Background: an optimization exercise with open tools, aiming at small area. Do not read the settings as production practice. Where RTL was checked, it was by simulation tests only, not by an equivalence proof against the original. For runs 1 to 6, only the layout was checked, not whether the RTL still works. No activity file was given, so power comes from the tool's default toggle rates.

==> flow/design.v <==
module pocsag_rx (
    input  wire        clk,
    input  wire        rst,         
    input  wire [15:0] thresh,      
    input  wire        parity_en,   
    input  wire        in_valid,
    input  wire        in_bit,
    output wire        out_valid,
    output wire [1:0]  out_kind,
    output wire [22:0] out_data
);
    localparam [31:0] SYNC_CW = 32'h7CD215D8;
    localparam [31:0] IDLE_CW = 32'h7A89C197;
    function [9:0] xpow;
        input integer e;
        integer i;
        reg [9:0] r;
        begin
            r = 10'd1;
            for (i = 0; i < e; i = i + 1)
                r = r[9] ? ({r[8:0], 1'b0} ^ 10'h369) : {r[8:0], 1'b0};
            xpow = r;
        end
    endfunction
    reg  [30:0] win;        
    reg  [8:0]  cnt;        
    reg         in_batch;
    reg  [9:0]  lf;         
    reg         par;        
    reg  [21:0] stg;        
    wire [31:0] wn = {win, in_bit};
    reg  [5:0]  match_cnt;
    integer j;
    always @* begin
        match_cnt = 6'd0;
        for (j = 0; j < 32; j = j + 1)
            match_cnt = match_cnt + {5'd0, ~(wn[j] ^ SYNC_CW[j])};
    end
    wire window_full = (cnt[4:0] == 5'd31);
    wire qualifies   = window_full && ({match_cnt, 10'd0} >= thresh);
    wire cw_end      = in_valid && in_batch && window_full;
    wire batch_done  = cw_end && (cnt[8:5] == 4'd15);
    wire cw_start    = (cnt[4:0] == 5'd0);
    wire [9:0] lf_in = cw_start ? 10'd0 : lf;
    wire [9:0] lf_nx = lf_in[9] ? ({lf_in[8:0], in_bit} ^ 10'h369) : {lf_in[8:0], in_bit};
    always @(posedge clk) begin
        if (in_valid) begin
            win <= wn[30:0];
            lf  <= lf_nx;
            par <= (par & ~cw_start) ^ in_bit;
        end
        if (rst) begin
            cnt      <= 9'd0;
            in_batch <= 1'b0;
        end else if (in_valid) begin
            if (!in_batch && qualifies) begin
                in_batch <= 1'b1;
                cnt      <= 9'd0;
            end else begin
                if (in_batch || !window_full)
                    cnt <= cnt + 9'd1;
                if (batch_done)
                    in_batch <= 1'b0;
            end
        end
    end
    reg  [31:0] cfix;
    reg         anym;
    integer p;
    always @* begin
        cfix = wn;
        anym = 1'b0;
        for (p = 11; p <= 30; p = p + 1)
            if (lf == xpow(p - 1)) begin
                cfix[p] = ~wn[p];
                anym    = 1'b1;
            end
    end
    wire c_ok   = (lf == 10'd0) | anym;
    wire c_par  = par ^ in_bit ^ anym;
    wire c_val  = c_ok & ~(parity_en & c_par);
    wire c_idle = (cfix == IDLE_CW);
    always @(posedge clk)
        if (cw_end)
            stg <= {c_val & cfix[31], c_val & ~cfix[31] & ~c_idle, cfix[30:11]};
    reg  [21:0] rg [0:14];
    reg  [3:0]  q;
    wire [3:0]  wslot = (cnt[8:5] == 4'd15) ? 4'd0 : cnt[8:5];
    wire [21:0] ring_in = (q == wslot) ? stg : rg[14];
    integer s;
    always @(posedge clk) begin
        rg[0] <= ring_in;
        for (s = 1; s < 15; s = s + 1)
            rg[s] <= rg[s-1];
    end
    always @(posedge clk) begin
        if (rst)
            q <= 4'd0;
        else if (!batch_done)
            q <= (q == 4'd14) ? 4'd0 : q + 4'd1;
    end
    localparam [1:0] R_IDLE = 2'd0, R_CW = 2'd1, R_SER = 2'd2, R_END = 2'd3;
    reg  [1:0]  rs;
    reg  [3:0]  rk;         
    reg         active;     
    reg         half;       
    reg  [10:0] sr;         
    reg  [6:0]  c7;         
    wire [21:0] rw     = rg[14];
    wire [3:0]  rslot  = (rk == 4'd15) ? 4'd0 : rk;
    wire        rsel   = (rs == R_CW) && (q == rslot);
    wire        r_msg  = rw[21];
    wire        r_addr = rw[20];
    wire        sr_last = ~|sr[10:2];
    reg  [9:0]  chunk;
    integer t;
    always @* begin
        for (t = 0; t < 10; t = t + 1)
            chunk[t] = half ? rw[9 - t] : rw[19 - t];
    end
    always @(posedge clk) begin
        if (rst) begin
            rs <= R_IDLE;
        end else begin
            case (rs)
                R_IDLE: begin
                    if (batch_done) begin
                        rs     <= R_CW;
                        rk     <= 4'd0;
                        active <= 1'b0;
                        half   <= 1'b0;
                    end
                end
                R_CW: begin
                    if (rsel) begin
                        if (half) begin
                            sr <= {1'b1, chunk};
                            rs <= R_SER;
                        end else begin
                            active <= r_addr | (r_msg & active);
                            if (r_addr)
                                c7 <= 7'd1;
                            if (r_msg && active) begin
                                sr <= {1'b1, chunk};
                                rs <= R_SER;
                            end else if (rk == 4'd15)
                                rs <= R_END;
                            else
                                rk <= rk + 4'd1;
                        end
                    end
                end
                R_SER: begin
                    sr <= {1'b0, sr[10:1]};
                    c7 <= c7[6] ? 7'd1 : {c7[5:0], sr[0]};
                    if (sr_last) begin
                        half <= ~half;
                        if (!half)
                            rs <= R_CW;
                        else if (rk == 4'd15)
                            rs <= R_END;
                        else begin
                            rk <= rk + 4'd1;
                            rs <= R_CW;
                        end
                    end
                end
                R_END: rs <= R_IDLE;
            endcase
        end
    end
    wire is_page = rsel & r_addr;
    wire is_char = (rs == R_SER) & c7[6];
    wire is_bend = (rs == R_END);
    assign out_valid = is_page | is_char | is_bend;
    assign out_kind  = {is_bend, is_char};
    assign out_data  = is_page ? {rw[1:0], rw[19:2], rk[3:1]}
                     : is_char ? {16'd0, sr[0], c7[0], c7[1], c7[2], c7[3], c7[4], c7[5]}
                     : 23'd0;
endmodule
==> flow/flow/run.sh <==
#!/bin/bash
set -euo pipefail
export CTS_ARGS="-sink_clustering_enable -repair_clock_nets -dont_use_dummy_load -root_buf sky130_fd_sc_hd__clkbuf_16 -buf_list {sky130_fd_sc_hd__clkbuf_4 sky130_fd_sc_hd__clkbuf_8} -sink_clustering_buffer sky130_fd_sc_hd__clkbuf_8 -sink_clustering_size 20 -sink_clustering_max_diameter 50"
export BUFFER_PORTS_ARGS="-buffer_cell sky130_fd_sc_hd__buf_1"
bash standard.sh > standard.log 2>&1
==> flow/standard.sh <==
#!/bin/bash
# synth_recipe.tcl (not shown) runs the flow's synth.tcl, then flattens the netlist and writes it again
# the make line also repeats each setting of config.mk as NAME=value (left out here)
make -C /OpenROAD-flow-scripts/flow DESIGN_CONFIG=/design/flow/config.mk WORK_HOME=/design/flow/orfs CLKGATE_MAP_FILE= SYNTH_SCRIPT=/design/flow/synth_recipe.tcl "${@:-finish}"
==> flow/config.mk <==
export PLATFORM = sky130hd
export DESIGN_NAME = pocsag_rx
export DESIGN_NICKNAME = pocsag_rx
export VERILOG_FILES = /design/flow/design.v
export SDC_FILE = /design/flow/constraint.sdc
export NUM_CORES = 4
export LEC_CHECK = 0
export CAP_MARGIN = 20
export CORE_MARGIN = 2
export CORE_UTILIZATION = 40
export PLACE_DENSITY = 0.6
export SLEW_MARGIN = 20
==> flow/constraint.sdc <==
create_clock -name core_clock -period 10.0 [get_ports {clk}]
set_input_delay 2.0000 -clock core_clock [delete_from_list [all_inputs] [get_ports {clk}]]
set_output_delay 2.0000 -clock core_clock [all_outputs]
set_load 0.01 [all_outputs]
==> summary.txt, run 1 <==
CTS
  • Sink Count: 434
  • Post-CTS Resized: 0
  • Hold Buf Count CTS: 0
  • Post-CTS Setup Bufs: 0
  • Clk slew on worst S/H paths: 100 ps
  • Maximum clock insertion buffer count: 3
  • Clk Tree Root Cell: clkbuf_16
  • Clock Latency Late Sink: 500 ps
  • CTS buffer count: 35
  • CTS tree: built
  • H-tree lvl count: 2

Placement
  • GP Congestion: 0.863
  • Placed inst area: 13900 µm²
  • Post-DP HPWL: around 15000 µm
  • IO Port Bufs: 46

Job
  • Max Cap Viol: 0

Worst setup path
  • Peak fanout along the critical path: 12
  • Worst EP arrival: approximately 6900 ps
  • CP endpoint kind: register
  • Req. time, crit path: 10310 ps
  • CP delay by family, top: adder cells
  • Critical Path Most Common Cell: fa_1
  • WP buf/inv: 4
  • CP max-delay cell: a31oi_1
  • Highest cell delay on the worst timing path: 650 ps
  • CP cell instances: buf_1 > fa_1 > inv_1 > fa_1 > fa_1 > inv_1 > fa_1 > inv_1 > ha_1 > a21o_1 > a21oi_1 > xnor2_1 > ha_1 > a21o_1 > a21oi_1 > o21ai_1 > a31oi_1 > nor4_1 > xnor2_1 > nor2_1
  • Crit path kind: input pin to register
  • Worst Setup Start Kind: input pin

Timing
  • Setup_tns: 0 ps
  • Fmax: 152 MHz
  • Final setup vio count: 0
  • RSZ-0062 raised after global routing: false
  • Min Clock Period, post-route: 6570 ps
  • Max-slew headroom: 0.302
  • Skew final: 82.8 ps
  • Worst Max-Slew Pin Slew: 1050 ps
  • Hold Fails Final Rpt: 0
  • Final period util: 0.657
  • Max Slew Vio Count: 0

Cells and area
  • Fillers: 2991
  • Post-layout util: 0.443
  • Ratio of cells with drive above 1 in the final layout: 0.0796
  • Nets: 1086
  • Register Area: 9570 µm²
  • Design area: around 14000 µm²
  • Area of the multi-input gates: 3320 µm²
  • N_diodes: 0
  • Area delta synth->final: 8.75%

Yosys
  • Synth top area share: 0.521
  • Synthesized Nets: slightly above 1000
  • Cell count after synthesis: around 960
  • Post-Syn Area: 13300 µm²
  • Area contributors post-synth: dfxtp_1 (52%), edfxtp_1 (20%), fa_1 (3.6%)
  • Avg Inst Size Synth: 13.8 µm²
  • Predominant post-synthesis flop cell: dfxtp_1
  • Post-synth EDFFs: between 80 and 90
  • Yosys reg bits: 434
  • Yosys warns: 2
  • Seq/Total Area, Yosys: 0.720
  • Async SR Flop Fraction: 0
  • Biggest area consumer among synthesized cells: dfxtp_1
  • Count leader, synth: dfxtp_1
  • Netlist cell types: 64
  • Top cells by count, synth: dfxtp_1 (346), edfxtp_1 (88), inv_1 (72)

Global route
  • First-pass GRT wire length: 34600 µm
  • Vias in the first global route: 6435
  • Met1 usage: 0.180
  • GRT met2 Usage: 0.203
  • Grt ovf: 0
  • Initial antenna violation count: 0
  • Met3 GRT Util: 0.0267
  • Pin count of the biggest net entering global routing: 48
  • Tot GR Track Use: 0.130
  • GRT Max-Usage Layer: met2

Floorplan
  • Die ar.: 34700 µm²
  • I/O Pins: 47
  • Die Width: approximately 190 µm
  • Core Region: 32600 µm²
  • Row count: 66
  • Initial core utilization: 0.407
  • Die Span Y: 186 µm

Detailed routing
  • Vias per cell: 4.61
  • DRC: 0
  • Routed len/inst: 14.8 µm
  • DRT Pass-1 Iters: 5
  • WL final: 21600 µm
  • DR vias: 6731
  • Post-route ant nets: 0
  • Initial DRC count: 368

Power and ir drop
  • Comb pwr share: 0.183
  • Psw: 0.902 mW
  • Clk pwr share: 0.242
  • P_int: 2.62 mW
  • Total chip power: 3.53 mW
  • Leakage: 5.59 nW
  • Pwr/cell area: 244 nW/µm²
  • Seq pwr share: 0.575
  • Switching share of power: 0.256
  • Worst IR drop on VDD: 0.000134 V

Hold path
  • Worst Hold Class: register to register

Outcome
  • Outcome: timing/DRC/antenna clean
cells by family (layout without fill, tap and decap cells):
kind of cell               Yosys count  after routing  synth area share
xor gates and xnor gates            38             38            0.0250
AOI/OAI and AO/OA                   85             85            0.0422
DFF                                434            434             0.720
and+or+nand+nor                    220            220            0.0948
buffers and inverters              101            157            0.0310
muxes                               37             37            0.0300
adders and majority gates           46             46            0.0569
layout by cell type (no fill, tap or decap), types with 14 or more instances in the layout:
cell,synthesis,final
a21oi_1,17,17
and2_1,29,29
buf_1,2,45
clkbuf_8,0,30
dfxtp_1,346,346
edfxtp_1,88,88
fa_1,24,24
ha_1,22,22
inv_1,72,72
mux2_2,23,23
mux2i_1,14,14
nand2_1,40,40
nand4_1,16,16
nor2_1,41,40
nor3_1,14,14
o21ai_0,29,29
xnor2_1,33,33
power groups by stage:
stage	Sequential (mW)	Combinational (mW)	Clock (mW)
CTS	2.03	0.664	0.897
global placement	2.06	0.619	0
floorplan	2.03	0.531	0
global route	2.05	0.766	0.961
finish	2.03	0.647	0.853
detailed placement	2.07	0.661	0
final timing paths:
path,to,slack [ps],cells past startpoint,start
setup reg to reg,cnt[5],3520,22,win[16]
hold reg to reg,rg[14][21],270,0,rg[13][21]
hold / removal,rg[14][21],270,0,rg[13][21]
setup / recovery,cnt[5],3430,20,in_bit
metal layers:
layer / part of all wire / wire (µm) / up-vias
met5: 0 / 0 / -
met4: 0.024 / 517 / 0
met3: 0.043 / 939 / 44
met2: 0.45 / 9830 / 143
met1: 0.48 / 10300 / 3222
li1: - / - / 3322
flip-flops by register name, indices dropped and copies added (netlist names), 2 cells and up:
signal,cells
c7,7
sr,11
stg,22
rg,330
rs,2
win,31
rk,4
cnt,9
lf,10
q,4
through the flow:
stage               cells  hold slack (ps)  setup slack, ps
finish               1459              275             3430
global route         1459              270             3000
CTS                  1459              271             3380
detailed placement   1424              312             2910
global placement     1424              310             3010
floorplan             961              310             3760
layout make-up:
cell class,count,share of cell area
flip-flops and latches,434,0.662
multi-input cells,426,0.230
well taps,442,0.0383
clock buffers,35,0.0372
inverters,72,0.0187
repair buffers,50,0.0141
==> run 2, diff against run 1 <==
==> flow/flow/run.sh (replaced) <==
#!/bin/bash
set -euo pipefail
export CTS_ARGS="-sink_clustering_enable -repair_clock_nets -dont_use_dummy_load -root_buf sky130_fd_sc_hd__clkbuf_16 -buf_list {sky130_fd_sc_hd__clkbuf_4 sky130_fd_sc_hd__clkbuf_8} -sink_clustering_buffer sky130_fd_sc_hd__clkbuf_4 -sink_clustering_size 10 -sink_clustering_max_diameter 35"
export BUFFER_PORTS_ARGS="-buffer_cell sky130_fd_sc_hd__buf_1"
bash standard.sh > standard.log 2>&1
==> run 2 against run 1 <==
  * Still clean
  * Non-clock buffer count did not move
  * Critical path depth stayed put
  * Core utilization unchanged
  * Via count grew 2.3%
  * Largest cell class unchanged
==> summary.txt, run 2 <==
Outcome
  • Outcome: timing/DRC/antenna clean

Floorplan
  • Row count: 66
  • Initial core utilization: 0.407
  • Die Width: between 150 and 200 µm
  • Core Region: 32600 µm²
  • I/O Pins: 47
  • Die Span Y: 186 µm
  • Die ar.: 34700 µm²

Yosys
  • Post-synth EDFFs: 88
  • Netlist cell types: 64
  • Count leader, synth: dfxtp_1
  • Seq/Total Area, Yosys: 0.720
  • Biggest area consumer among synthesized cells: dfxtp_1
  • Top cells by count, synth: dfxtp_1 (346), edfxtp_1 (88), inv_1 (72)
  • Yosys warns: 2
  • Synth top area share: 0.521
  • Area contributors post-synth: dfxtp_1 (52%), edfxtp_1 (20%), fa_1 (3.6%)
  • Async SR Flop Fraction: 0
  • Post-Syn Area: 13300 µm²
  • Predominant post-synthesis flop cell: dfxtp_1
  • Synthesized Nets: slightly above 1000
  • Yosys reg bits: 434
  • Cell count after synthesis: 961
  • Avg Inst Size Synth: approximately 14 µm²

Cells and area
  • N_diodes: 0
  • Fillers: 2987
  • Area delta synth->final: 8.75%
  • Biggest regs: rg: 330 flops, win: 31 flops, stg: 22 flops
  • Commonest non-fill, non-tap cells in the layout: dfxtp_1 (346), edfxtp_1 (88), inv_1 (72)
  • Nets: 1111
  • Largest reg by FF count: rg
  • Max reg flops: 330
  • Most common cell after layout, fill and taps aside: dfxtp_1
  • Ratio of cells with drive above 1 in the final layout: 0.102

Timing
  • Max-slew headroom: 0.307
  • Worst Max-Slew Pin Slew: approximately 1000 ps
  • Min Clock Period, post-route: 6530 ps
  • Max Slew Vio Count: 0
  • Fmax: 153 MHz
  • Skew final: 54.7 ps
  • Final setup vio count: 0
  • Setup ws final: 3470 ps
  • RSZ-0062 raised after global routing: false
  • Setup_tns: 0 ps
  • Hold Fails Final Rpt: 0
  • Final period util: 0.653

Hold path
  • Worst Hold Class: register to register
  • Hold Path Cell Cnt: 0
  • Hold Path Origin: rg[1][8]
  • Hold Path End: rg[2][8]

CTS
  • Hold Buf Count CTS: 0
  • Clock Latency Late Sink: 510 ps
  • Post-CTS Resized: 0
  • CTS buffer count: 60
  • Clk Tree Root Cell: clkbuf_16
  • Clk slew on worst S/H paths: ~90 ps
  • Sink Count: between 400 and 500
  • CTS tree: built
  • H-tree lvl count: 2
  • Post-CTS Setup Bufs: 0
  • Maximum clock insertion buffer count: 3

Worst setup path
  • Worst Reg-to-Reg Cells: 22
  • Highest cell delay on the worst timing path: approximately 640 ps
  • CP delay by family, top: adder cells
  • Peak fanout along the critical path: 12
  • Worst EP arrival: 6880 ps
  • Req. time, crit path: slightly above 10000 ps
  • CP endpoint kind: register
  • Crit path kind: input pin to register
  • Critical Path Most Common Cell: fa_1
  • WP buf/inv: 4
  • CP cell instances: buf_1 > fa_1 > inv_1 > fa_1 > fa_1 > inv_1 > fa_1 > inv_1 > ha_1 > a21o_1 > a21oi_1 > xnor2_1 > ha_1 > a21o_1 > a21oi_1 > o21ai_1 > a31oi_1 > nor4_1 > xnor2_1 > nor2_1
  • Reg-to-Reg End: cnt[5]
  • Critical R2R Launch: win[16]
  • Register-to-register setup slack: 3590 ps
  • CP max-delay cell: a31oi_1
  • Worst Setup Start Kind: input pin

Power and ir drop
  • Comb pwr share: 0.184
  • Switching share of power: 0.259
  • Worst IR drop on VDD: 0.000128 V
  • Leakage: 5.63 nW
  • Total chip power: 3.52 mW
  • P_int: about 2.6 mW
  • Clk pwr share: 0.241
  • Pwr/cell area: 244 nW/µm²
  • Seq pwr share: 0.575
  • Psw: 0.912 mW

Placement
  • GP Congestion: 0.863
  • Post-DP HPWL: approximately 15000 µm
  • Setup WS pre-CTS: 2910 ps
  • IO Port Bufs: between 40 and 50

Detailed routing
  • Routed len/inst: ~15 µm
  • Vias per cell: 4.64
  • WL final: between 20000 and 25000 µm
  • Post-route ant nets: 0
  • Initial DRC count: around 350
  • DRT Pass-1 Iters: 4
  • DR vias: 6887
  • DRC: 0

Global route
  • Pin count of the biggest net entering global routing: 48
  • Tot GR Track Use: 0.131
  • First-pass GRT wire length: 35000 µm
  • Grt ovf: 0
  • Initial antenna violation count: 0
  • Vias in the first global route: between 6000 and 7000

Job
  • Max Cap Viol: 0
run 2: cell families (layout without fill, tap and decap cells):
logic type	after synthesis	count (layout)	share of synthesized area
AOI/OAI and AO/OA	85	85	0.0422
muxes	37	37	0.0300
and+or+nand+nor	220	220	0.0948
buffers and inverters	101	182	0.0310
xor gates and xnor gates	38	38	0.0250
DFF	434	434	0.720
adders and majority gates	46	46	0.0569
run 2: worst register-to-register path, cell delays in order (launching register included):
cell and delay (ps):
edfxtp_1 350, inv_1 120, fa_1 560, inv_1 50, fa_1 470, fa_1 450
fa_1 510, fa_1 540, inv_1 50, fa_1 590, inv_1 60, ha_1 280
a21o_1 150, a21oi_1 210, xnor2_1 160, ha_1 280, a21o_1 190, a21oi_1 130
o21ai_1 90, a31oi_1 640, nor4_1 150, xnor2_1 200, nor2_1 50
run 2: power groups by stage:
stage | combinational, mW | clock [mW] | sequential [mW]
6_report | 0.647 | 0.849 | 2.03
5_1_grt | 0.766 | 0.968 | 2.05
3_5_place_dp | 0.661 | 0 | 2.07
4_1_cts | 0.664 | 0.894 | 2.03
3_3_place_gp | 0.619 | 0 | 2.06
2_1_floorplan | 0.531 | 0 | 2.03
run 2: per-layer routing:
layer | wire [µm] | up-vias | GRT usage
met2 | 9880 | 147 | 0.204
met1 | 10300 | 3289 | 0.178
met3 | 1030 | 46 | 0.0300
li1 | - | 3405 | -
met5 | 0 | - | 0
met4 | 528 | 0 | 0.0501
run 2: area by class of cell:
| cell class | count | area [µm²] | share of cell area |
|---|---|---|---|
| inverters | 72 | 270 | 0.0187 |
| repair buffers | 50 | 204 | 0.0141 |
| flip-flops and latches | 434 | 9570 | 0.662 |
| clock buffers | 60 | 538 | 0.0372 |
| multi-input cells | 426 | 3320 | 0.230 |
| well taps | 442 | 553 | 0.0383 |
run 2: metrics by stage:
step	cells	utilization	hold slack (ps)	area (µm²)
finish	1484	0.443	291	14500
global route	1484	0.443	290	14500
CTS	1484	0.443	282	14500
detailed placement	1424	0.427	312	13900
global placement	1424	0.427	310	13900
floorplan	961	-	310	13300
run 2: worst max path at each step:
stage | startpoint | to | cells past startpoint
floorplan | in_bit | cnt[5] | 18
global placement | in_bit | cnt[5] | 18
detailed placement | in_bit | cnt[5] | 18
CTS | in_bit | cnt[5] | 20
global route | in_bit | cnt[5] | 20
finish | in_bit | cnt[5] | 20
==> run 3, diff against run 2 <==
==> flow/flow/run.sh (replaced) <==
#!/bin/bash
# The standard layout (standard.sh) with three changes to how it is made:
#  - synthesis maps logic with an area-oriented ABC script (flow/abc_speed.script),
#    run from a private copy of the ORFS scripts; registers are mapped as usual;
#  - clock tree: no dummy loads, clkbuf_4 sink clusters under a clkbuf_16 root;
#  - the port buffers are buf_1.
# Each tool's output goes to standard.log and ORFS's own logs under orfs/logs.
set -euo pipefail
here=$(pwd)
rm -rf "$here/scripts"
cp -r "$FLOW_HOME/scripts" "$here/scripts"
cp "$here/flow/abc_speed.script" "$here/scripts/abc_speed.script"
export CTS_ARGS="-sink_clustering_enable -repair_clock_nets -dont_use_dummy_load -root_buf sky130_fd_sc_hd__clkbuf_16 -buf_list {sky130_fd_sc_hd__clkbuf_4 sky130_fd_sc_hd__clkbuf_8} -sink_clustering_buffer sky130_fd_sc_hd__clkbuf_4 -sink_clustering_size 12 -sink_clustering_max_diameter 40"
export BUFFER_PORTS_ARGS="-buffer_cell sky130_fd_sc_hd__buf_1"
bash standard.sh SCRIPTS_DIR="$here/scripts" finish > standard.log 2>&1
==> flow/flow/abc_speed.script (new file) <==
strash
dc2
dch
amap
topo
dnsize -c
==> run 3 against run 2 <==
  * Non-clock buffer count is 1 lower
  * First-iteration DRC count grew 17%
  * Sequential share of layout area grew 2.6 points
  * Synthesized cell count is 1.6% higher
  * Final cell count fell by 0.81%
  * Critical path depth increased by 4
  * Synthesized area down 4.2%
  * Sequential power barely moved
  * Fmax down 4.0%
  * Die area fell by 4.1%
  * Final area fell by 3.8%
  * Clock skew up 10 ps
  * Largest cell class unchanged
==> summary.txt, run 3 <==
Outcome
  • Outcome: timing/DRC/antenna clean

Cells and area
  • Commonest non-fill, non-tap cells in the layout: dfxtp_1 (346), clkinv_1 (130), nor2_1 (113)
  • Most common cell after layout, fill and taps aside: dfxtp_1
  • Largest reg by FF count: rg
  • Post-layout util: 0.442
  • Design area: 13900 µm²
  • Area delta synth->final: 9.26%
  • Layout Cells excl Fill: 1472
  • Max reg flops: 330
  • Biggest regs: rg: 330 flops, win: 31 flops, stg: 22 flops
  • Ratio of cells with drive above 1 in the final layout: 0.0514
  • N_diodes: 0
  • Nets: 1139

Floorplan
  • Die ar.: 33300 µm²
  • Initial core utilization: 0.404
  • Die Width: 182 µm
  • I/O Pins: 47
  • Die Span Y: 182 µm
  • Core Region: between 30000 and 40000 µm²
  • Row count: 65

Timing
  • Final period util: 0.681
  • Max Slew Vio Count: 0
  • Setup ws final: roughly 3200 ps
  • RSZ-0062 raised after global routing: false
  • Final setup vio count: 0
  • Fmax: 147 MHz
  • Skew final: 64.9 ps
  • Setup_tns: 0 ps
  • Worst Max-Slew Pin Slew: a little under 1000 ps
  • Min Clock Period, post-route: 6810 ps
  • Hold Fails Final Rpt: 0
  • Max-slew headroom: 0.343

Worst setup path
  • Worst Setup Start Kind: input pin
  • Crit path kind: input pin to register
  • Reg-to-Reg End: cnt[7]
  • Register-to-register setup slack: ~3300 ps
  • Req. time, crit path: about 10000 ps
  • Worst Reg-to-Reg Cells: 28
  • CP cell instances: buf_1 > fa_1 > fa_1 > fa_1 > fa_1 > clkinv_1 > ha_1 > clkinv_1 > fa_1 > clkinv_1 > ha_1 > o21a_1 > o21a_1 > o21a_1 > o21a_1 > o21a_1 > nor2_1 > nor2b_1 > nor2_1 > nor2_1 > nand3_1 > nor2_1 > and3_1 > a311oi_1
  • Peak fanout along the critical path: 8
  • Highest cell delay on the worst timing path: ~540 ps
  • CP max-delay cell: fa_1
  • Worst EP arrival: 7210 ps
  • Critical R2R Launch: win[16]
  • CP endpoint kind: register

Placement
  • IO Port Bufs: 46
  • Post-DP HPWL: 14700 µm
  • Placed insts: 1424
  • GP Congestion: approximately 0.83
  • Placed inst area: around 13000 µm²
  • Setup WS pre-CTS: 2670 ps

Detailed routing
  • Vias per cell: 4.70
  • Initial DRC count: about 410
  • Post-route ant nets: 0
  • Routed len/inst: 14.0 µm
  • DR vias: a little under 7000
  • WL final: 20600 µm
  • DRC: 0
  • DRT Pass-1 Iters: 5

Yosys
  • Post-Syn Area: around 13000 µm²
  • Predominant post-synthesis flop cell: dfxtp_1
  • Synth top area share: 0.544
  • Biggest area consumer among synthesized cells: dfxtp_1
  • Count leader, synth: dfxtp_1
  • Cell count after synthesis: 976
  • Area contributors post-synth: dfxtp_1 (54%), edfxtp_1 (21%), clkinv_1 (3.8%)
  • Netlist cell types: 37
  • Top cells by count, synth: dfxtp_1 (346), clkinv_1 (130), nor2_1 (113)
  • Yosys warns: 2
  • Synthesized Nets: 1043
  • Avg Inst Size Synth: between 10 and 15 µm²
  • Post-synth EDFFs: 88
  • Async SR Flop Fraction: 0
  • Seq/Total Area, Yosys: 0.752
  • Yosys reg bits: roughly 430

Global route
  • Pin count of the biggest net entering global routing: 46
  • Initial antenna violation count: 0
  • Tot GR Track Use: 0.128
  • Vias in the first global route: 6608
  • Grt ovf: 0
  • First-pass GRT wire length: about 33000 µm

Hold path
  • Worst Hold Class: register to register
  • Hold Path Cell Cnt: 0
  • Hold Path End: rg[7][12]
  • Hold Path Origin: rg[6][12]

CTS
  • Clk slew on worst S/H paths: 120 ps
  • Hold Buf Count CTS: 0
  • Clock Latency Late Sink: 510 ps
  • Post-CTS Setup Bufs: 0
  • H-tree lvl count: 2
  • Post-CTS Resized: 0
  • CTS tree: built
  • CTS buffer count: 47
  • Clk Tree Root Cell: clkbuf_16
  • Sink Count: 434
  • Maximum clock insertion buffer count: 3

Power and ir drop
  • Leakage: about 5.2 nW
  • Pwr/cell area: 247 nW/µm²
  • Worst IR drop on VDD: 0.000243 V

Job
  • Max Cap Viol: 0
## run 3: worst max-delay path by stage
stage | from | cells past startpoint | end
after detailed placement | in_bit | 25 | cnt[7]
final | in_bit | 24 | cnt[7]
after global placement | in_bit | 25 | cnt[7]
after floorplan | in_bit | 24 | cnt[7]
after global routing | in_bit | 25 | cnt[7]
after CTS | in_bit | 24 | cnt[7]
## run 3: critical path, delay by kind of cell
family                     cells  cell delay (ps)
AOI/OAI and AO/OA              6              980
adders and majority gates      7             2830
buffers and inverters          4              520
and+or+nand+nor                7              880
## run 3: metal layers
metal,global-route usage,vias to the layer above,part of all wire
met2,0.196,199,0.44
met3,0.0269,61,0.052
met4,0.0494,0,0.029
met5,0,-,0
li1,-,3466,-
met1,0.177,3190,0.48
## run 3: where the power goes
group / leakage [nW] / switching, mW / internal [mW]
logic: 1.22 / 0.361 / 0.263
clock network: 0.255 / 0.479 / 0.286
registers: 3.74 / 0.0575 / 1.99
total: 5.21 / 0.898 / 2.54
## run 3: cell families (layout without fill, tap and decap cells)
logic type | count (synthesis) | after routing | share of synthesized area
xor gates and xnor gates | 1 | 1 | 0.000688
AOI/OAI and AO/OA | 129 | 129 | 0.0644
adders and majority gates | 46 | 46 | 0.0594
and+or+nand+nor | 234 | 234 | 0.0843
DFF | 434 | 434 | 0.752
buffers and inverters | 132 | 226 | 0.0395
## run 3: area by class of cell
cell class	instances	area, µm²
multi-input cells	410	2690
flip-flops and latches	434	9570
well taps	402	503
inverters	130	488
fillers	2862	17600
repair buffers	49	216
clock buffers	47	440
## run 3: stage by stage
stage | power [mW] | hold slack (ps)
finish | 3.44 | 281
global route | 3.69 | 280
CTS | 3.50 | 283
detailed placement | 2.72 | 312
global placement | 2.69 | 310
floorplan | 2.55 | 310
==> run 4, diff against run 3 <==
==> flow/flow/abc_speed.script (replaced) <==
strash
dch
map -a
topo
dnsize -c
==> run 4 against run 3 <==
  * Fmax rose by 3.5%
  * Non-clock buffer count rose by 3
  * Synthesized cell count rose by 3.5%
  * Sequential power rose by 2%
  * Final cell count rose by 2.8%
  * Count of clock-buffer cells in the layout rose by 4
  * Global-route usage rose by 0.85 points
  * Total power rose by 1.9%
  * Via count rose by 0.39%
==> summary.txt, run 4 <==
Floorplan
  • Row count: 65
  • Core Region: ~32000 µm²
  • Die Width: ~180 µm
  • Die Span Y: 183 µm
  • Initial core utilization: 0.407
  • Die ar.: 33500 µm²
  • I/O Pins: 47

Timing
  • Hold Fails Final Rpt: 0
  • Min Clock Period, post-route: approximately 6600 ps
  • Hold WS: 262 ps
  • Max-slew headroom: 0.597
  • Worst Max-Slew Pin Slew: 602 ps
  • RSZ-0062 raised after global routing: false
  • Skew final: 61.4 ps
  • Fmax: 152 MHz
  • Max Slew Vio Count: 0
  • Final setup vio count: 0
  • Setup_tns: 0 ps
  • Final period util: 0.658

Outcome
  • Outcome: timing/DRC/antenna clean

Detailed routing
  • Vias per cell: 4.59
  • Post-route ant nets: 0
  • Routed len/inst: 14.5 µm
  • DR vias: 6943
  • DRT Pass-1 Iters: 5
  • Initial DRC count: 415
  • WL final: 21900 µm
  • DRC: 0

Power and ir drop
  • P_int: 2.59 mW
  • Clk pwr share: 0.229
  • Leakage: 5.32 nW
  • Psw: 0.916 mW
  • Pwr/cell area: about 250 nW/µm²
  • Comb pwr share: 0.173
  • Seq pwr share: 0.598
  • Total chip power: 3.50 mW
  • Switching share of power: 0.261
  • Worst IR drop on VDD: just under 0.0003 V

Yosys
  • Yosys reg bits: about 430
  • Cell count after synthesis: 1010
  • Post-Syn Area: roughly 13000 µm²
  • Top cells by count, synth: dfxtp_1 (346), clkinv_1 (148), nor2_1 (96)
  • Seq/Total Area, Yosys: 0.745
  • Avg Inst Size Synth: 12.7 µm²
  • Synth top area share: 0.540
  • Count leader, synth: dfxtp_1
  • Yosys warns: 2
  • Predominant post-synthesis flop cell: dfxtp_1
  • Area contributors post-synth: dfxtp_1 (54%), edfxtp_1 (21%), clkinv_1 (4.3%)
  • Post-synth EDFFs: 88
  • Netlist cell types: 31
  • Async SR Flop Fraction: 0
  • Synthesized Nets: 1077
  • Biggest area consumer among synthesized cells: dfxtp_1

CTS
  • Post-CTS Setup Bufs: 0
  • Clk slew on worst S/H paths: approximately 110 ps
  • H-tree lvl count: 2
  • Sink Count: ~430
  • CTS buffer count: 51
  • Maximum clock insertion buffer count: 3
  • CTS tree: built
  • Post-CTS Resized: 0
  • Clk Tree Root Cell: clkbuf_16
  • Clock Latency Late Sink: 500 ps
  • Hold Buf Count CTS: 0

Global route
  • Initial antenna violation count: 0
  • Pin count of the biggest net entering global routing: 45
  • Vias in the first global route: 6909
  • Grt ovf: 0
  • First-pass GRT wire length: 35900 µm
  • Tot GR Track Use: 0.136

Cells and area
  • Ratio of cells with drive above 1 in the final layout: 0.0558
  • Largest reg by FF count: rg
  • Nets: 1180
  • Post-layout util: 0.444
  • Register Area: 9570 µm²
  • Area delta synth->final: 9.27%
  • Biggest regs: rg: 330 flops, win: 31 flops, stg: 22 flops
  • Fillers: 2929
  • Most common cell after layout, fill and taps aside: dfxtp_1
  • Area of the multi-input gates: 2710 µm²
  • N_diodes: 0
  • Commonest non-fill, non-tap cells in the layout: dfxtp_1 (346), clkinv_1 (148), nor2_1 (96)
  • Max reg flops: 330

Placement
  • IO Port Bufs: 46
  • GP Congestion: 0.824
  • Post-DP HPWL: 15700 µm

Hold path
  • Worst Hold Class: register to register
  • Hold Path Cell Cnt: 0

Worst setup path
  • CP endpoint kind: register
  • Worst Reg-to-Reg Cells: 27
  • Worst EP arrival: 6940 ps
  • Register-to-register setup slack: 3430 ps
  • Req. time, crit path: 10360 ps
  • Peak fanout along the critical path: 6
  • Crit path kind: input pin to register
  • Worst Setup Start Kind: input pin

Job
  • Max Cap Viol: 0
==> run 4: final cells by class <==
cell class,count,share of cell area
Clock buffer,51,0.0335
Tap cell,402,0.0359
Timing Repair Buffer,52,0.0156
Sequential cell,434,0.682
Multi-Input combinational cell,426,0.193
Inverter,148,0.0396
==> run 4: per-layer routing <==
layer,global-route usage,vias up,share of wire
met5,0,-,0
li1,-,3498,-
met1,0.186,3242,0.47
met3,0.0300,45,0.048
met4,0.0518,0,0.028
met2,0.212,158,0.45
==> run 4: cell families (layout without fill, tap and decap cells) <==
family / Yosys count / count (layout) / share of synthesized area
muxes: 1 / 1 / 0.000877
DFF: 434 / 434 / 0.745
AOI/OAI and AO/OA: 101 / 101 / 0.0441
xor gates and xnor gates: 35 / 35 / 0.0239
and+or+nand+nor: 243 / 243 / 0.0824
adders and majority gates: 46 / 46 / 0.0589
buffers and inverters: 150 / 251 / 0.0444
==> run 4: through the flow <==
step	instances	instance area [µm²]	setup slack, ps
detailed placement	1462	13600	2940
CTS	1513	14000	3390
global route	1513	14000	2800
finish	1513	14000	3420
floorplan	1010	12800	3520
global placement	1462	13600	3050
==> run 4: power by group through the flow <==
stage	Sequential (mW)	Clock [mW]	Combinational, mW
finish	2.10	0.801	0.607
global route	2.12	0.916	0.717
CTS	2.10	0.841	0.619
detailed placement	2.14	0	0.613
global placement	2.13	0	0.582
floorplan	2.10	0	0.475
==> run 4: worst paths after layout <==
path                  start   endpoint
hold reg to reg   rg[3][15]  rg[4][15]
setup / recovery     in_bit     cnt[7]
hold / removal    rg[3][15]  rg[4][15]
setup reg to reg     win[3]     cnt[7]
==> run 4: critical path, stage by stage <==
cell and delay (ps):
buf_1 160, fa_1 580, fa_1 440, fa_1 530, fa_1 420, clkinv_1 60, ha_1 160, clkinv_1 80
fa_1 490, clkinv_1 70, ha_1 290, nand2_1 70, nor3_1 40, nand3_1 70, a21oi_1 70, o211ai_1 170
nand2_1 90, o21ai_0 390, clkinv_1 280, nand3_1 160, clkinv_1 120, a31oi_1 140, nor3_1 60
==> run 5, diff against run 4 <==
--- a/flow/design.v
+++ b/flow/design.v
@@ -30,13 +30,62 @@
     reg  [21:0] stg;        
     wire [31:0] wn = {win, in_bit};
-    reg  [5:0]  match_cnt;
-    integer j;
-    always @* begin
-        match_cnt = 6'd0;
-        for (j = 0; j < 32; j = j + 1)
-            match_cnt = match_cnt + {5'd0, ~(wn[j] ^ SYNC_CW[j])};
-    end
+    wire pc1 = wn[4] ^ wn[6] ^ wn[7];
+    wire pc2 = (wn[4] & wn[6]) | (wn[4] & wn[7]) | (wn[6] & wn[7]);
+    wire pc3 = wn[8] ^ wn[10] ^ wn[12];
+    wire pc4 = (wn[8] & wn[10]) | (wn[8] & wn[12]) | (wn[10] & wn[12]);
+    wire pc5 = wn[17] ^ wn[20] ^ wn[22];
+    wire pc6 = (wn[17] & wn[20]) | (wn[17] & wn[22]) | (wn[20] & wn[22]);
+    wire pc7 = wn[23] ^ wn[26] ^ wn[27];
+    wire pc8 = (wn[23] & wn[26]) | (wn[23] & wn[27]) | (wn[26] & wn[27]);
+    wire pc9 = wn[28] ^ wn[29] ^ wn[30];
+    wire pc10 = (wn[28] & wn[29]) | (wn[28] & wn[30]) | (wn[29] & wn[30]);
+    wire pc11 = pc1 ^ pc3 ^ pc5;
+    wire pc12 = (pc1 & pc3) | (pc1 & pc5) | (pc3 & pc5);
+    wire pc13 = pc7 ^ pc9 ^ pc11;
+    wire pc14 = (pc7 & pc9) | (pc7 & pc11) | (pc9 & pc11);
+    wire pc15 = wn[0] ^ wn[1] ^ wn[2];
+    wire pc16 = (wn[0] & wn[1]) | (wn[0] & wn[2]) | (wn[1] & wn[2]);
+    wire pc17 = wn[5] ^ wn[9] ^ wn[11];
+    wire pc18 = (wn[5] & wn[9]) | (wn[5] & wn[11]) | (wn[9] & wn[11]);
+    wire pc19 = wn[13] ^ wn[14] ^ wn[15];
+    wire pc20 = (wn[13] & wn[14]) | (wn[13] & wn[15]) | (wn[14] & wn[15]);
+    wire pc21 = wn[16] ^ wn[18] ^ wn[19];
+    wire pc22 = (wn[16] & wn[18]) | (wn[16] & wn[19]) | (wn[18] & wn[19]);
+    wire pc23 = wn[21] ^ wn[24] ^ wn[25];
+    wire pc24 = (wn[21] & wn[24]) | (wn[21] & wn[25]) | (wn[24] & wn[25]);
+    wire pc25 = wn[31] ^ pc15 ^ pc17;
+    wire pc26 = (wn[31] & pc15) | (wn[31] & pc17) | (pc15 & pc17);
+    wire pc27 = pc19 ^ pc21 ^ pc23;
+    wire pc28 = (pc19 & pc21) | (pc19 & pc23) | (pc21 & pc23);
+    wire pc29 = ~pc13 ^ pc25 ^ pc27;
+    wire pc30 = (~pc13 & pc25) | (~pc13 & pc27) | (pc25 & pc27);
+    wire pc31 = pc2 ^ pc4 ^ pc6;
+    wire pc32 = (pc2 & pc4) | (pc2 & pc6) | (pc4 & pc6);
+    wire pc33 = pc8 ^ pc10 ^ pc12;
+    wire pc34 = (pc8 & pc10) | (pc8 & pc12) | (pc10 & pc12);
+    wire pc35 = pc14 ^ pc31 ^ pc33;
+    wire pc36 = (pc14 & pc31) | (pc14 & pc33) | (pc31 & pc33);
+    wire pc37 = pc16 ^ pc18 ^ pc20;
+    wire pc38 = (pc16 & pc18) | (pc16 & pc20) | (pc18 & pc20);
+    wire pc39 = pc22 ^ pc24 ^ pc26;
+    wire pc40 = (pc22 & pc24) | (pc22 & pc26) | (pc24 & pc26);
+    wire pc41 = pc28 ^ pc30 ^ pc37;
+    wire pc42 = (pc28 & pc30) | (pc28 & pc37) | (pc30 & pc37);
+    wire pc43 = ~pc35 ^ pc39 ^ pc41;
+    wire pc44 = (~pc35 & pc39) | (~pc35 & pc41) | (pc39 & pc41);
+    wire pc45 = pc32 ^ pc34 ^ pc36;
+    wire pc46 = (pc32 & pc34) | (pc32 & pc36) | (pc34 & pc36);
+    wire pc47 = pc38 ^ pc40 ^ pc42;
+    wire pc48 = (pc38 & pc40) | (pc38 & pc42) | (pc40 & pc42);
+    wire pc49 = ~pc45 ^ pc44 ^ pc47;
+    wire pc50 = (~pc45 & pc44) | (~pc45 & pc47) | (pc44 & pc47);
+    wire pc51 = ~pc46 ^ pc48 ^ pc50;
+    wire pc52 = (~pc46 & pc48) | (~pc46 & pc50) | (pc48 & pc50);
+    wire [4:0] pc_sum = {~pc52, ~pc51, ~pc49, ~pc43, ~pc29};
+    wire       pc_last = wn[3];
     wire window_full = (cnt[4:0] == 5'd31);
-    wire qualifies   = window_full && ({match_cnt, 10'd0} >= thresh);
+    wire [6:0] th_sum    = {2'd0, pc_sum} + {6'd0, pc_last} + {1'b0, ~thresh[15:10]}
+                         + {6'd0, thresh[9:0] == 10'd0};
+    wire qualifies   = window_full && th_sum[6];
     wire cw_end      = in_valid && in_batch && window_full;
     wire batch_done  = cw_end && (cnt[8:5] == 4'd15);
@@ -119,4 +168,7 @@
             chunk[t] = half ? rw[9 - t] : rw[19 - t];
     end
+    wire sr_load = rsel && (half || (r_msg && active));
+    always @(posedge clk)
+        sr <= sr_load ? {1'b1, chunk} : {1'b0, sr[10:1]};
     always @(posedge clk) begin
         if (rst) begin
@@ -135,5 +187,4 @@
                     if (rsel) begin
                         if (half) begin
-                            sr <= {1'b1, chunk};
                             rs <= R_SER;
                         end else begin
@@ -142,5 +193,4 @@
                                 c7 <= 7'd1;
                             if (r_msg && active) begin
-                                sr <= {1'b1, chunk};
                                 rs <= R_SER;
                             end else if (rk == 4'd15)
@@ -152,5 +202,4 @@
                 end
                 R_SER: begin
-                    sr <= {1'b0, sr[10:1]};
                     c7 <= c7[6] ? 7'd1 : {c7[5:0], sr[0]};
                     if (sr_last) begin
--- a/flow/flow/run.sh
+++ b/flow/flow/run.sh
@@ -11,5 +11,5 @@
 cp -r "$FLOW_HOME/scripts" "$here/scripts"
 cp "$here/flow/abc_speed.script" "$here/scripts/abc_speed.script"
-export CTS_ARGS="-sink_clustering_enable -repair_clock_nets -dont_use_dummy_load -root_buf sky130_fd_sc_hd__clkbuf_16 -buf_list {sky130_fd_sc_hd__clkbuf_4 sky130_fd_sc_hd__clkbuf_8} -sink_clustering_buffer sky130_fd_sc_hd__clkbuf_4 -sink_clustering_size 12 -sink_clustering_max_diameter 40"
+export CTS_ARGS="-sink_clustering_enable -repair_clock_nets -dont_use_dummy_load -root_buf sky130_fd_sc_hd__clkbuf_16 -buf_list {sky130_fd_sc_hd__clkbuf_4 sky130_fd_sc_hd__clkbuf_8} -sink_clustering_buffer sky130_fd_sc_hd__clkbuf_8 -sink_clustering_size 20 -sink_clustering_max_diameter 40"
 export BUFFER_PORTS_ARGS="-buffer_cell sky130_fd_sc_hd__buf_1"
 bash standard.sh SCRIPTS_DIR="$here/scripts" finish > standard.log 2>&1
==> flow/flow/abc_speed.script (replaced) <==
strash
dc2
dch
amap
topo
dnsize -c
==> run 5 against run 4 <==
  * Still clean on timing, DRC and antenna
  * Register-to-register slack gained 20 ps
  * Clock power rose by 11%
  * Global-route usage decreased by 1.2 points
  * Synthesized area decreased by 2.5%
  * Sequential cell count stayed put
  * Core utilization increased by 0.51 points
  * Critical endpoint unchanged
==> summary.txt, run 5 <==
Yosys
  • Cell count after synthesis: 939
  • Avg Inst Size Synth: 13.3 µm²
  • Post-Syn Area: 12500 µm²
  • Area contributors post-synth: dfxtp_1 (57%), edfxtp_1 (18%), fa_1 (4.3%)
  • Yosys warns: 2
  • Biggest area consumer among synthesized cells: dfxtp_1
  • Yosys reg bits: 434
  • Synthesized Nets: between 1000 and 1500
  • Predominant post-synthesis flop cell: dfxtp_1
  • Post-synth EDFFs: 77
  • Count leader, synth: dfxtp_1
  • Synth top area share: 0.571
  • Top cells by count, synth: dfxtp_1 (357), clkinv_1 (113), nor2_1 (104)
  • Netlist cell types: 39
  • Async SR Flop Fraction: 0
  • Seq/Total Area, Yosys: 0.756

Worst setup path
  • CP max-delay cell: fa_1
  • Worst Setup Start Kind: input pin
  • Peak fanout along the critical path: 7
  • CP endpoint kind: register
  • Worst EP arrival: 7750 ps
  • Critical Path Most Common Cell: fa_1
  • Req. time, crit path: approximately 10000 ps
  • Critical R2R Launch: win[11]
  • Crit path kind: input pin to register
  • CP delay by family, top: adder cells
  • CP startpoint: in_bit
  • Highest cell delay on the worst timing path: 580 ps
  • WP buf/inv: 5

Hold path
  • Hold Path Origin: rg[1][5]
  • Worst Hold Class: register to register

CTS
  • Clk slew on worst S/H paths: 110 ps
  • H-tree lvl count: 2
  • Post-CTS Resized: 0
  • Post-CTS Setup Bufs: 0
  • Clk Tree Root Cell: clkbuf_16
  • CTS buffer count: 39
  • Sink Count: 434
  • CTS tree: built
  • Maximum clock insertion buffer count: 3
  • Clock Latency Late Sink: 510 ps
  • Hold Buf Count CTS: 0

Detailed routing
  • Vias per cell: 4.64
  • Post-route ant nets: 0
  • Routed len/inst: between 10 and 15 µm
  • DRT Pass-1 Iters: 5
  • DR vias: around 6600
  • DRC: 0
  • WL final: around 20000 µm
  • Initial DRC count: 385

Cells and area
  • Fillers: 2771
  • Largest reg by FF count: rg
  • N_diodes: 0
  • Nets: 1093
  • Area delta synth->final: 10.2%
  • Biggest regs: rg: 330 flops, win: 31 flops, stg: 22 flops
  • Max reg flops: between 300 and 400
  • Ratio of cells with drive above 1 in the final layout: 0.0430
  • Most common cell after layout, fill and taps aside: dfxtp_1
  • Commonest non-fill, non-tap cells in the layout: dfxtp_1 (357), clkinv_1 (112), nor2_1 (104)

Timing
  • Skew final: roughly 89 ps
  • Final setup vio count: 0
  • Setup_tns: 0 ps
  • Max Slew Vio Count: 0
  • Setup ws final: 2610 ps
  • Hold Fails Final Rpt: 0
  • RSZ-0062 raised after global routing: false
  • Final period util: 0.739
  • Min Clock Period, post-route: ~7400 ps
  • Hold WS: 263 ps
  • Fmax: around 140 MHz
  • Worst Max-Slew Pin Slew: 925 ps
  • Max-slew headroom: 0.368

Global route
  • Initial antenna violation count: 0
  • Tot GR Track Use: 0.124
  • Vias in the first global route: roughly 6300
  • First-pass GRT wire length: 32700 µm
  • Grt ovf: 0
  • Pin count of the biggest net entering global routing: 46

Floorplan
  • Die Span Y: 181 µm
  • Die ar.: 32700 µm²
  • Die Width: 181 µm
  • Core Region: 30700 µm²
  • I/O Pins: 47
  • Initial core utilization: 0.408
  • Row count: 64

Power and ir drop
  • Leakage: around 5.2 nW
  • Worst IR drop on VDD: roughly 0.00013 V
  • Pwr/cell area: approximately 240 nW/µm²

Placement
  • IO Port Bufs: 46
  • Post-DP HPWL: ~14000 µm
  • Setup WS pre-CTS: 2130 ps
  • GP Congestion: 0.845

Job
  • Max Cap Viol: 0

Outcome
  • Outcome: timing/DRC/antenna clean
## run 5: cell types whose count changed after synthesis, moves of 8 or more
cell	delta
clkinv_1	-35
nand2_1	-33
o21ai_0	-26
xor2_1	-24
nand3_1	-19
o22a_1	+12
dfxtp_1	+11
edfxtp_1	-11
nor4_1	+10
o22ai_1	+10
nor2_1	+8
## run 5: worst paths after layout
kind | endpoint | slack [ps] | cells past startpoint
max reg2reg | cnt[7] | 3450 | 27
min reg2reg | rg[2][5] | 260 | 0
min | rg[2][5] | 260 | 0
max | cnt[7] | 2610 | 26
## run 5: area by class of cell
type                    count  area (µm²)  share of cell area
inverters                 113         424              0.0308
clock buffers              39         593              0.0430
well taps                 396         495              0.0359
flip-flops and latches    434        9460               0.686
repair buffers             48         196              0.0142
multi-input cells         390        2620               0.190
## run 5: routing by layer
| layer | share of wire | up-vias | GRT usage |
|---|---|---|---|
| met3 | 0.045 | 42 | 0.0262 |
| li1 | - | 3325 | - |
| met4 | 0.024 | 0 | 0.0400 |
| met2 | 0.44 | 125 | 0.193 |
| met1 | 0.49 | 3102 | 0.175 |
| met5 | 0 | - | 0 |
## run 5: per-stage QoR
step | instances | instance area [µm²] | power, mW | util
floorplan | 939 | 12500 | 2.36 | -
global placement | 1380 | 13200 | 2.47 | 0.430
detailed placement | 1380 | 13200 | 2.49 | 0.430
CTS | 1419 | 13800 | 3.39 | 0.449
global route | 1420 | 13800 | 3.54 | 0.450
finish | 1420 | 13800 | 3.34 | 0.450
## run 5: kinds of logic (layout without fill, tap and decap cells)
kind of cell | after synthesis | after routing | share of synthesized area
compound gates | 119 | 119 | 0.0618
fa+ha+maj | 46 | 46 | 0.0622
buf+inv | 115 | 200 | 0.0351
simple gates | 221 | 221 | 0.0822
flops | 434 | 434 | 0.756
xor+xnor | 4 | 4 | 0.00280
## run 5: power breakdown
| group | switching [mW] | total, mW | internal, mW | leakage (nW) |
|---|---|---|---|---|
| combinational | 0.227 | 0.396 | 0.169 | 1.18 |
| sequential | 0.0611 | 2.05 | 1.99 | 3.73 |
| clock | 0.499 | 0.893 | 0.394 | 0.306 |
| total | 0.787 | 3.34 | 2.55 | 5.22 |
==> run 6, diff against run 5 <==
--- a/flow/flow/run.sh
+++ b/flow/flow/run.sh
@@ -11,5 +11,5 @@
 cp -r "$FLOW_HOME/scripts" "$here/scripts"
 cp "$here/flow/abc_speed.script" "$here/scripts/abc_speed.script"
-export CTS_ARGS="-sink_clustering_enable -repair_clock_nets -dont_use_dummy_load -root_buf sky130_fd_sc_hd__clkbuf_16 -buf_list {sky130_fd_sc_hd__clkbuf_4 sky130_fd_sc_hd__clkbuf_8} -sink_clustering_buffer sky130_fd_sc_hd__clkbuf_8 -sink_clustering_size 20 -sink_clustering_max_diameter 40"
+export CTS_ARGS="-sink_clustering_enable -repair_clock_nets -dont_use_dummy_load -root_buf sky130_fd_sc_hd__clkbuf_16 -buf_list {sky130_fd_sc_hd__clkbuf_4 sky130_fd_sc_hd__clkbuf_8} -sink_clustering_buffer sky130_fd_sc_hd__clkbuf_4 -sink_clustering_size 12 -sink_clustering_max_diameter 30"
 export BUFFER_PORTS_ARGS="-buffer_cell sky130_fd_sc_hd__buf_1"
 bash standard.sh SCRIPTS_DIR="$here/scripts" finish > standard.log 2>&1
==> run 6 against run 5 <==
  * Die area unchanged
  * Non-clock buffer count is the same
  * Core utilization up 0.27 points
  * Largest power group unchanged
  * Highest routed layer unchanged
==> summary.txt, run 6 <==
CTS
  • Maximum clock insertion buffer count: 3
  • Clock Latency Late Sink: 510 ps
  • CTS buffer count: 69
  • Post-CTS Setup Bufs: 0
  • Sink Count: 434
  • Clk Tree Root Cell: clkbuf_16
  • H-tree lvl count: 3
  • Hold Buf Count CTS: 0
  • Post-CTS Resized: 0
  • CTS tree: built
  • Clk slew on worst S/H paths: ~100 ps

Worst setup path
  • Worst EP arrival: a little under 8000 ps
  • Peak fanout along the critical path: 7
  • CP endpoint kind: register
  • Req. time, crit path: 10400 ps
  • Worst Setup Start Kind: input pin
  • Crit path kind: input pin to register

Timing
  • Setup_tns: 0 ps
  • Setup ws final: 2650 ps
  • Skew final: 60.2 ps
  • RSZ-0062 raised after global routing: false
  • Max-slew headroom: 0.374
  • Final period util: 0.735
  • Min Clock Period, post-route: 7350 ps
  • Final setup vio count: 0
  • Hold Fails Final Rpt: 0
  • Worst Max-Slew Pin Slew: 915 ps
  • Max Slew Vio Count: 0
  • Fmax: 136 MHz
  • Hold WS: 279 ps

Yosys
  • Yosys warns: 2
  • Cell count after synthesis: 939
  • Avg Inst Size Synth: approximately 13 µm²
  • Area contributors post-synth: dfxtp_1 (57%), edfxtp_1 (18%), fa_1 (4.3%)
  • Yosys reg bits: 434
  • Count leader, synth: dfxtp_1
  • Post-synth EDFFs: 77
  • Async SR Flop Fraction: 0
  • Top cells by count, synth: dfxtp_1 (357), clkinv_1 (113), nor2_1 (104)
  • Netlist cell types: 39
  • Seq/Total Area, Yosys: 0.756
  • Biggest area consumer among synthesized cells: dfxtp_1
  • Synth top area share: 0.571
  • Predominant post-synthesis flop cell: dfxtp_1
  • Post-Syn Area: 12500 µm²
  • Synthesized Nets: 1006

Cells and area
  • N_diodes: 0
  • Ratio of cells with drive above 1 in the final layout: 0.0702
  • Area delta synth->final: 10.8%
  • Most common cell after layout, fill and taps aside: dfxtp_1
  • Nets: 1123
  • Design area: ~14000 µm²
  • Biggest regs: rg: 330 flops, win: 31 flops, stg: 22 flops
  • Commonest non-fill, non-tap cells in the layout: dfxtp_1 (357), clkinv_1 (112), nor2_1 (104)
  • Max reg flops: 330
  • Largest reg by FF count: rg

Detailed routing
  • Vias per cell: 4.68
  • WL final: 20500 µm
  • Post-route ant nets: 0
  • DRC: 0
  • DRT Pass-1 Iters: 5
  • Initial DRC count: 366
  • Routed len/inst: 14.1 µm
  • DR vias: 6790

Floorplan
  • Row count: 64
  • Die Span Y: 181 µm
  • Initial core utilization: 0.408
  • Core Region: around 31000 µm²
  • Die Width: 181 µm
  • Die ar.: 32700 µm²
  • I/O Pins: 47

Global route
  • Initial antenna violation count: 0
  • Pin count of the biggest net entering global routing: 46
  • Tot GR Track Use: 0.129
  • Vias in the first global route: 6622
  • First-pass GRT wire length: 33500 µm
  • Grt ovf: 0

Power and ir drop
  • Seq pwr share: 0.601
  • Switching share of power: 0.239
  • Total chip power: 3.41 mW
  • Psw: 0.815 mW
  • Pwr/cell area: 246 nW/µm²
  • Worst IR drop on VDD: 0.000132 V
  • P_int: roughly 2.6 mW
  • Comb pwr share: 0.117
  • Clk pwr share: 0.282
  • Leakage: 5.30 nW

Placement
  • IO Port Bufs: 46
  • Placed inst area: about 13000 µm²
  • Setup WS pre-CTS: 2130 ps
  • GP Congestion: 0.845
  • Post-DP HPWL: 14100 µm

Hold path
  • Worst Hold Class: register to register

Outcome
  • Outcome: timing/DRC/antenna clean

Job
  • Max Cap Viol: 0
-- run 6: changes by cell type in the layout (fill, tap and decap cells not counted) --
cell / delta
clkbuf_16: +4
clkbuf_4: +60
clkbuf_8: -34
-- run 6: metal layers --
| metal | part of all wire | vias to the layer above | global-route usage |
|---|---|---|---|
| met5 | 0 | - | 0 |
| met4 | 0.027 | 0 | 0.0545 |
| met3 | 0.048 | 45 | 0.0361 |
| met2 | 0.44 | 145 | 0.193 |
| met1 | 0.48 | 3190 | 0.175 |
| li1 | - | 3410 | - |
-- run 6: cell type report --
class / count / area, µm²
Fill cell: 2781 / 16800
Tap cell: 396 / 495
Sequential cell: 434 / 9460
Clock buffer: 69 / 676
Multi-Input combinational cell: 390 / 2620
Inverter: 113 / 424
Timing Repair Buffer: 48 / 196
-- run 6: cells by family (layout without fill, tap and decap cells) --
kind of cell	count (synthesis)	in the layout	synth area share
compound gates	119	119	0.0618
xor+xnor	4	4	0.00280
fa+ha+maj	46	46	0.0622
buf+inv	115	230	0.0351
flops	434	434	0.756
simple gates	221	221	0.0822
-- run 6: final timing paths --
check	from	to	slack (ps)	depth (start not counted)
setup reg to reg	win[11]	cnt[7]	3450	27
hold reg to reg	rg[0][9]	rg[1][9]	280	0
hold / removal	rg[0][9]	rg[1][9]	280	0
setup / recovery	in_bit	cnt[7]	2650	26
-- run 6: metrics by stage --
| step | utilization | std cells |
|---|---|---|
| CTS | 0.452 | 1449 |
| global placement | 0.430 | 1380 |
| global route | 0.452 | 1450 |
| detailed placement | 0.430 | 1380 |
| finish | 0.452 | 1450 |
| floorplan | - | 939 |
-- run 6: critical path: stages --
cell      delay (ps)
buf_1            220
clkinv_1         170
fa_1             580
fa_1             440
fa_1             400
clkinv_1          70
fa_1             420
fa_1             400
fa_1             400
clkinv_1          60
fa_1             400
ha_1             290
ha_1             290
o21a_1           110
o21a_1           110
o21a_1           100
o21ai_0          100
nand2_1          150
clkinv_1         130
nor2_1           140
nand3_1          110
nor2_1           140
nand2_1           80
nor2_1           130
nand2_1           80
a211oi_1         210
-- run 6: power by group through the flow --
stage	registers [mW]	logic, mW	clock network [mW]
5_1_grt	2.07	0.473	1.08
3_3_place_gp	2.08	0.387	0
3_5_place_dp	2.09	0.399	0
6_report	2.05	0.399	0.961
2_1_floorplan	2.07	0.294	0
4_1_cts	2.05	0.408	1.01
==> run 7, diff against run 6 <==
--- a/flow/design.v
+++ b/flow/design.v
@@ -83,9 +83,7 @@
     wire pc52 = (~pc46 & pc48) | (~pc46 & pc50) | (pc48 & pc50);
     wire [4:0] pc_sum = {~pc52, ~pc51, ~pc49, ~pc43, ~pc29};
-    wire       pc_last = wn[3];
+    wire [5:0] match_cnt = {1'b0, pc_sum} + {5'd0, wn[3]};
     wire window_full = (cnt[4:0] == 5'd31);
-    wire [6:0] th_sum    = {2'd0, pc_sum} + {6'd0, pc_last} + {1'b0, ~thresh[15:10]}
-                         + {6'd0, thresh[9:0] == 10'd0};
-    wire qualifies   = window_full && th_sum[6];
+    wire qualifies   = window_full && ({match_cnt, 10'd0} >= thresh);
     wire cw_end      = in_valid && in_batch && window_full;
     wire batch_done  = cw_end && (cnt[8:5] == 4'd15);
--- a/flow/flow/run.sh
+++ b/flow/flow/run.sh
@@ -11,5 +11,5 @@
 cp -r "$FLOW_HOME/scripts" "$here/scripts"
 cp "$here/flow/abc_speed.script" "$here/scripts/abc_speed.script"
-export CTS_ARGS="-sink_clustering_enable -repair_clock_nets -dont_use_dummy_load -root_buf sky130_fd_sc_hd__clkbuf_16 -buf_list {sky130_fd_sc_hd__clkbuf_4 sky130_fd_sc_hd__clkbuf_8} -sink_clustering_buffer sky130_fd_sc_hd__clkbuf_4 -sink_clustering_size 12 -sink_clustering_max_diameter 30"
+export CTS_ARGS="-sink_clustering_enable -repair_clock_nets -dont_use_dummy_load -root_buf sky130_fd_sc_hd__clkbuf_16 -buf_list {sky130_fd_sc_hd__clkbuf_4 sky130_fd_sc_hd__clkbuf_8} -sink_clustering_buffer sky130_fd_sc_hd__clkbuf_4 -sink_clustering_size 10 -sink_clustering_max_diameter 35"
 export BUFFER_PORTS_ARGS="-buffer_cell sky130_fd_sc_hd__buf_1"
 bash standard.sh SCRIPTS_DIR="$here/scripts" finish > standard.log 2>&1
==> run 7 against run 6 <==
  * Total power down 3.0%
  * Register-to-register slack better by 100 ps
  * Critical endpoint unchanged
  * Still clean on timing, DRC and antenna
  * Critical path type unchanged
  * Sequential share of layout area up 0.56 points
  * Worst setup slack better by 110 ps
  * Final cell count up 0.41%
==> summary.txt, run 7 <==
Worst setup path
  • Highest cell delay on the worst timing path: 550 ps
  • Worst EP arrival: 7650 ps
  • Worst Reg-to-Reg Cells: 28
  • Reg-to-Reg End: cnt[7]
  • Crit path kind: input pin to register
  • CP delay by family, top: adder cells
  • Register-to-register setup slack: 3550 ps
  • WP buf/inv: 5
  • Peak fanout along the critical path: 7
  • Critical R2R Launch: win[11]
  • Worst Setup Start Kind: input pin
  • CP endpoint kind: register
  • Critical Path Most Common Cell: fa_1
  • CP max-delay cell: fa_1
  • Req. time, crit path: 10400 ps

Placement
  • Placed inst area: roughly 13000 µm²
  • IO Port Bufs: 46
  • GP Congestion: about 0.85
  • Post-DP HPWL: 14400 µm

Yosys
  • Synth top area share: 0.569
  • Top cells by count, synth: dfxtp_1 (357), clkinv_1 (116), nor2_1 (107)
  • Post-synth EDFFs: between 70 and 80
  • Async SR Flop Fraction: 0
  • Predominant post-synthesis flop cell: dfxtp_1
  • Yosys reg bits: around 430
  • Count leader, synth: dfxtp_1
  • Biggest area consumer among synthesized cells: dfxtp_1
  • Seq/Total Area, Yosys: 0.753
  • Yosys warns: 2
  • Cell count after synthesis: 956
  • Area contributors post-synth: dfxtp_1 (57%), edfxtp_1 (18%), fa_1 (4.1%)
  • Post-Syn Area: 12600 µm²
  • Netlist cell types: 38
  • Avg Inst Size Synth: 13.1 µm²
  • Synthesized Nets: 1021

Global route
  • First-pass GRT wire length: 33100 µm
  • Initial antenna violation count: 0
  • Pin count of the biggest net entering global routing: 46
  • Vias in the first global route: 6743
  • Grt ovf: 0
  • Tot GR Track Use: 0.125

Timing
  • Setup_tns: 0 ps
  • Worst Max-Slew Pin Slew: 1070 ps
  • Final period util: 0.724
  • RSZ-0062 raised after global routing: false
  • Final setup vio count: 0
  • Hold Fails Final Rpt: 0
  • Max Slew Vio Count: 0
  • Fmax: 138 MHz
  • Min Clock Period, post-route: 7240 ps
  • Max-slew headroom: 0.281
  • Skew final: approximately 65 ps

Cells and area
  • N_diodes: 0
  • Most common cell after layout, fill and taps aside: dfxtp_1
  • Ratio of cells with drive above 1 in the final layout: 0.0594
  • Area delta synth->final: 9.53%
  • Nets: around 1100
  • Design area: 13800 µm²
  • Largest reg by FF count: rg
  • Biggest regs: rg: 330 flops, win: 31 flops, stg: 22 flops
  • Max reg flops: between 300 and 400
  • Commonest non-fill, non-tap cells in the layout: dfxtp_1 (357), clkinv_1 (115), nor2_1 (107)

Power and ir drop
  • Seq pwr share: 0.617
  • Comb pwr share: 0.131
  • Leakage: 5.20 nW
  • Pwr/cell area: 240 nW/µm²
  • Switching share of power: 0.245
  • Worst IR drop on VDD: 0.000157 V
  • P_int: around 2.5 mW
  • Clk pwr share: 0.252
  • Psw: ~0.81 mW

CTS
  • Sink Count: between 400 and 500
  • CTS buffer count: 58
  • CTS tree: built
  • Post-CTS Resized: 0
  • Clk slew on worst S/H paths: ~100 ps
  • Post-CTS Setup Bufs: 0
  • Hold Buf Count CTS: 0
  • H-tree lvl count: 2
  • Clk Tree Root Cell: clkbuf_16
  • Maximum clock insertion buffer count: 3
  • Clock Latency Late Sink: 510 ps

Floorplan
  • I/O Pins: 47
  • Initial core utilization: 0.408
  • Row count: 64
  • Core Region: around 31000 µm²
  • Die ar.: about 33000 µm²
  • Die Width: 181 µm
  • Die Span Y: 181 µm

Detailed routing
  • DR vias: 6787
  • Initial DRC count: 382
  • Routed len/inst: 13.9 µm
  • Post-route ant nets: 0
  • WL final: between 20000 and 25000 µm
  • DRT Pass-1 Iters: 6
  • Vias per cell: between 4 and 5
  • DRC: 0

Hold path
  • Hold Path Cell Cnt: 0
  • Hold Path Origin: rg[3][5]
  • Hold Path End: rg[4][5]
  • Worst Hold Class: register to register

Outcome
  • Outcome: timing/DRC/antenna clean

Job
  • Max Cap Viol: 0
## run 7: changes by cell type after synthesis, moves of 3 or more
| cell | previous run | this run |
|---|---|---|
| nand3_1 | 7 | 11 |
| a21oi_1 | 48 | 44 |
| o21a_1 | 4 | 7 |
| nor3_1 | 23 | 28 |
| or4_1 | 7 | 3 |
| clkinv_1 | 113 | 116 |
| nand2_1 | 31 | 34 |
| nor2_1 | 104 | 107 |
## run 7: cell families (layout without fill, tap and decap cells)
group / count (synthesis) / count (layout) / share of synthesized area
xor gates and xnor gates: 5 / 5 / 0.00349
buffers and inverters: 118 / 222 / 0.0359
adders and majority gates: 44 / 44 / 0.0594
DFF: 434 / 434 / 0.753
and+or+nand+nor: 233 / 233 / 0.0851
AOI/OAI and AO/OA: 122 / 122 / 0.0631
## run 7: layout make-up
cell class / instances / area (µm²)
multi-input cells: 404 / 2660
fillers: 2862 / 17000
flip-flops and latches: 434 / 9460
repair buffers: 48 / 189
well taps: 396 / 495
inverters: 116 / 435
clock buffers: 58 / 523
## run 7: power by group through the flow
| stage | clock network, mW | registers [mW] | logic, mW |
|---|---|---|---|
| 6_report | 0.833 | 2.04 | 0.434 |
| 5_1_grt | 0.945 | 2.06 | 0.507 |
| 4_1_cts | 0.878 | 2.04 | 0.444 |
| 3_5_place_dp | 0 | 2.08 | 0.441 |
| 3_3_place_gp | 0 | 2.08 | 0.422 |
| 2_1_floorplan | 0 | 2.06 | 0.334 |
## run 7: stage by stage
stage	hold WS [ps]	utilization	setup WS, ps	power, mW	instances
final	273	0.447	2760	3.31	1456
after global routing	275	0.447	2360	3.52	1456
after CTS	273	0.447	2700	3.37	1456
after detailed placement	312	0.430	2170	2.52	1398
after global placement	310	0.430	2390	2.50	1398
after floorplan	310	-	2950	2.39	956
## run 7: worst max path at each step
stage	to	start	slack (ps)	depth (start not counted)
floorplan	cnt[7]	in_bit	2950	26
global placement	cnt[7]	in_bit	2390	27
detailed placement	cnt[7]	in_bit	2170	27
CTS	cnt[7]	in_bit	2700	27
global route	cnt[7]	in_bit	2360	27
finish	cnt[7]	in_bit	2760	27
## run 7: layer usage
metal  part of all wire  wire, µm  GRT usage  up-vias
li1                   -         -          -     3426
met1               0.48      9690      0.168     3189
met2               0.46      9230      0.198      130
met3              0.045       905     0.0284       42
met4              0.020       407     0.0468        0
met5                  0         0          0        -

re-timing with driven ports:
Ports are ideal in the flow. The routed layouts listed here were re-timed in OpenROAD.
Step 1 (the two cells are an assumption about what drives the block):
set clk [get_ports {clk}]
set_driving_cell -lib_cell sky130_fd_sc_hd__clkbuf_16 $clk
set_driving_cell -lib_cell sky130_fd_sc_hd__buf_2 [delete_from_list [all_inputs] $clk]
Step 2 also shifts input and output timing later by t, the mid clock arrival at the registers, as if the neighbouring blocks saw the same clock.
Three values: no drivers, after step 1, after step 2; two values: the first two.
run	shift t [ns]	setup slack, ns	worst setup path at the end	slew at the worst register clock pin (ns)
run 1	0.513	3.429 / 3.456 / 2.943	input to register	0.11 / 0.11
run 2	0.533	3.467 / 3.494 / 2.961	input to register	0.10 / 0.10
run 3	0.526	3.192 / 3.223 / 2.697	input to register	0.12 / 0.12
run 4	0.524	3.424 / 3.429 / 2.930	input to register	0.12 / 0.12
run 5	0.514	2.610 / 2.634 / 2.121	input to register	0.11 / 0.11
run 6	0.536	2.645 / 2.668 / 2.131	input to register	0.11 / 0.11
run 7	0.524	2.758 / 2.781 / 2.257	input to register	0.10 / 0.10
After both steps every run listed still meets setup and hold. For run 6, which loses most, drivers alone change the setup slack by +0.023 ns; drivers and shift together by -0.514 ns.
